What follows belongs to an exercise in optimizing a design on an open flow for small area, a short achievable clock period and few clock cycles per item; a production flow would make more cautious choices.
In this exercise RTL edits were held to simulation tests only and were not proved equivalent to the original.
Power figures rest on the tool's default switching activity, not on a simulated workload.

Design conv3x3, start of the top module:
module conv3x3 (
    input  wire         clk,
    input  wire         rst,
    input  wire         cfg_we,
    input  wire [3:0]   cfg_addr,
    input  wire [31:0]  cfg_wdata,
    input  wire         in_valid,
    output wire         in_ready,
    input  wire [143:0] in_pix,
    input  wire [8:0]   in_mask,
    output wire         out_valid,
    input  wire         out_ready,
    output wire [15:0]  out_pix
);
clock: 12.5 ns
lec_check: 0
cap_margin: 20
core_margin: 2
core_utilization: 60
slew_margin: 20
tns_end_percent: 0
standard.sh (not shown) runs the stock make flow with config.mk's settings and CLKGATE_MAP_FILE= SYNTH_SCRIPT=/design/flow/synth_recipe.tcl, a recipe that flattens the netlist after the stock synthesis.
==> flow/flow/run.sh <==
#!/bin/bash
# The standard layout (standard.sh, unchanged synthesis), with two changes in how it
# is made: timing repair aims for 8 ns of extra setup slack, so the resizer keeps
# improving paths past the 12.5 ns constraint, and clock tree synthesis clusters more
# sinks per leaf buffer and inserts no dummy loads. Each tool's output is in standard.log.
set -o pipefail
bash standard.sh SETUP_SLACK_MARGIN=8 \
  "CTS_ARGS=-sink_clustering_enable -repair_clock_nets -sink_clustering_size 25 -sink_clustering_max_diameter 90 -dont_use_dummy_load" \
  finish > standard.log 2>&1
Testbench counts at the start, summed over its fixed seeds: cycles 32,911, items 4,096.
==> next run, changes <==
==> flow/run.sh (new file) <==
#!/bin/bash
# synth_recipe.tcl (not shown) runs the flow's synth.tcl, then flattens the netlist and writes it again
# the make line also repeats each setting of config.mk as NAME=value (left out here)
make -C /OpenROAD-flow-scripts/flow DESIGN_CONFIG=/design/flow/config.mk WORK_HOME=/design/flow/orfs CLKGATE_MAP_FILE= SYNTH_SCRIPT=/design/flow/synth_recipe.tcl finish
- CTS_CLUSTER_DIAMETER: unset -> 90
- CTS_CLUSTER_SIZE: unset -> 25
- SETUP_SLACK_MARGIN: unset -> 5
- TNS_END_PERCENT: 0 -> unset
removed: flow/flow/run.sh
removed: flow/standard.sh
The new run finished clean.
Die area stays the same.
Global-route usage shrinks by 0.49 points.
Total power came out lower slightly.
Clock power climbs by roughly a tenth.
==> next run, changes <==
==> flow/flow/run.sh (new file) <==
#!/bin/bash
# The standard layout (standard.sh, unchanged synthesis), with two changes in how it
# is made: timing repair aims for 8 ns of extra setup slack, so the resizer keeps
# improving paths past the 12.5 ns constraint, and clock tree synthesis clusters more
# sinks per leaf buffer and inserts no dummy loads. Each tool's output is in standard.log.
set -o pipefail
bash standard.sh SETUP_SLACK_MARGIN=8 \
  "CTS_ARGS=-sink_clustering_enable -repair_clock_nets -sink_clustering_size 25 -sink_clustering_max_diameter 90 -dont_use_dummy_load" \
  finish > standard.log 2>&1
==> flow/standard.sh (new file) <==
#!/bin/bash
# synth_recipe.tcl (not shown) runs the flow's synth.tcl, then flattens the netlist and writes it again
# the make line also repeats each setting of config.mk as NAME=value (left out here)
make -C /OpenROAD-flow-scripts/flow DESIGN_CONFIG=/design/flow/config.mk WORK_HOME=/design/flow/orfs CLKGATE_MAP_FILE= SYNTH_SCRIPT=/design/flow/synth_recipe.tcl "${@:-finish}"
- CTS_CLUSTER_DIAMETER: 90 -> unset
- CTS_CLUSTER_SIZE: 25 -> unset
- PLACE_DENSITY: unset -> 0.75
- SETUP_SLACK_MARGIN: 5 -> unset
removed: flow/run.sh
=> The changed run completed with no timing, DRC or antenna violations. Die area does not change. Count of clock-buffer cells in the layout went down by 13. Worst setup slack improves by 1.5 ns. First-iteration DRC count goes up by about a fifth. Routed wire length goes up slightly. Synthesized cell count does not change. Total power rises by a few percent.


Starting RTL as in the previous note.
clock: 12.5 ns
lec_check: 0
cap_margin: 20
core_margin: 2
core_utilization: 60
slew_margin: 20
==> flow/flow/run.sh <==
#!/bin/bash
# The standard layout (standard.sh, unchanged synthesis), with two changes in how it
# is made: timing repair aims for 7.8 ns of extra setup slack, so the resizer keeps
# improving paths past the 12.5 ns constraint, and clock tree synthesis clusters more
# sinks per leaf buffer and inserts no dummy loads. Each tool's output is in standard.log.
set -o pipefail
bash standard.sh SETUP_SLACK_MARGIN=7.8 \
  "CTS_ARGS=-sink_clustering_enable -repair_clock_nets -sink_clustering_size 25 -sink_clustering_max_diameter 90 -dont_use_dummy_load" \
  finish > standard.log 2>&1
The starting point ran to the end with no violations.
Testbench counts at the start, summed over its fixed seeds: cycles 32,911, items 4,096.
Next try:
--- a/flow/flow/run.sh
+++ b/flow/flow/run.sh
@@ -3 +3 @@
-# is made: timing repair aims for 7.8 ns of extra setup slack, so the resizer keeps
+# is made: timing repair aims for 8 ns of extra setup slack, so the resizer keeps
@@ -7 +7 @@
-bash standard.sh SETUP_SLACK_MARGIN=7.8 \
+bash standard.sh SETUP_SLACK_MARGIN=8 \
Non-clock buffer count rose by 48.
Critical path depth goes down by 3.
Final area came out higher by about 1.5%.
Combinational power increases by about 4%.
Clock power is about the same.
Total power rises by 3.0%.
Via count grows by 1.4%.

afterwards: timing with drivers on the ports:
In the flow no input, the clock included, has a driving cell. The finished layouts below were timed again as built, in two steps.
Step 1 (the two cells are an assumption about what drives the block):
set clk [get_ports {clk}]
set_driving_cell -lib_cell sky130_fd_sc_hd__clkbuf_16 $clk
set_driving_cell -lib_cell sky130_fd_sc_hd__buf_2 [delete_from_list [all_inputs] $clk]
Step 2 adds t to the input delays and takes it off the output delays; t is the mean of the earliest and latest rising clock arrival at the registers after step 1. Input paths then give back, and output paths get back, about the clock's delay inside the block.
Slacks: no drivers / after step 1 / after step 2; pairs: no drivers / after step 1.
run	t (ns)	setup slack, ns	worst hold slack (ns)	slew at the worst register clock pin (ns)
the first run of note 1	0.722	7.713 / 7.713 / 7.097	0.426 / 0.426 / 0.426	0.11 / 0.11
the second run of note 1	0.742	6.354 / 6.354 / 6.354	0.408 / 0.408 / 0.408	0.11 / 0.11
the third run of note 1	0.700	7.903 / 7.903 / 7.448	0.438 / 0.438 / 0.438	0.10 / 0.10
the first run of note 2	0.710	7.742 / 7.742 / 7.291	0.438 / 0.438 / 0.438	0.10 / 0.10
the second run of note 2	0.706	7.928 / 7.928 / 7.439	0.436 / 0.436 / 0.436	0.10 / 0.10
After both steps setup and hold are still met in every run listed. For the first run of note 1, which loses most, drivers alone change the setup slack by 0.000 ns; drivers and shift together by -0.616 ns.
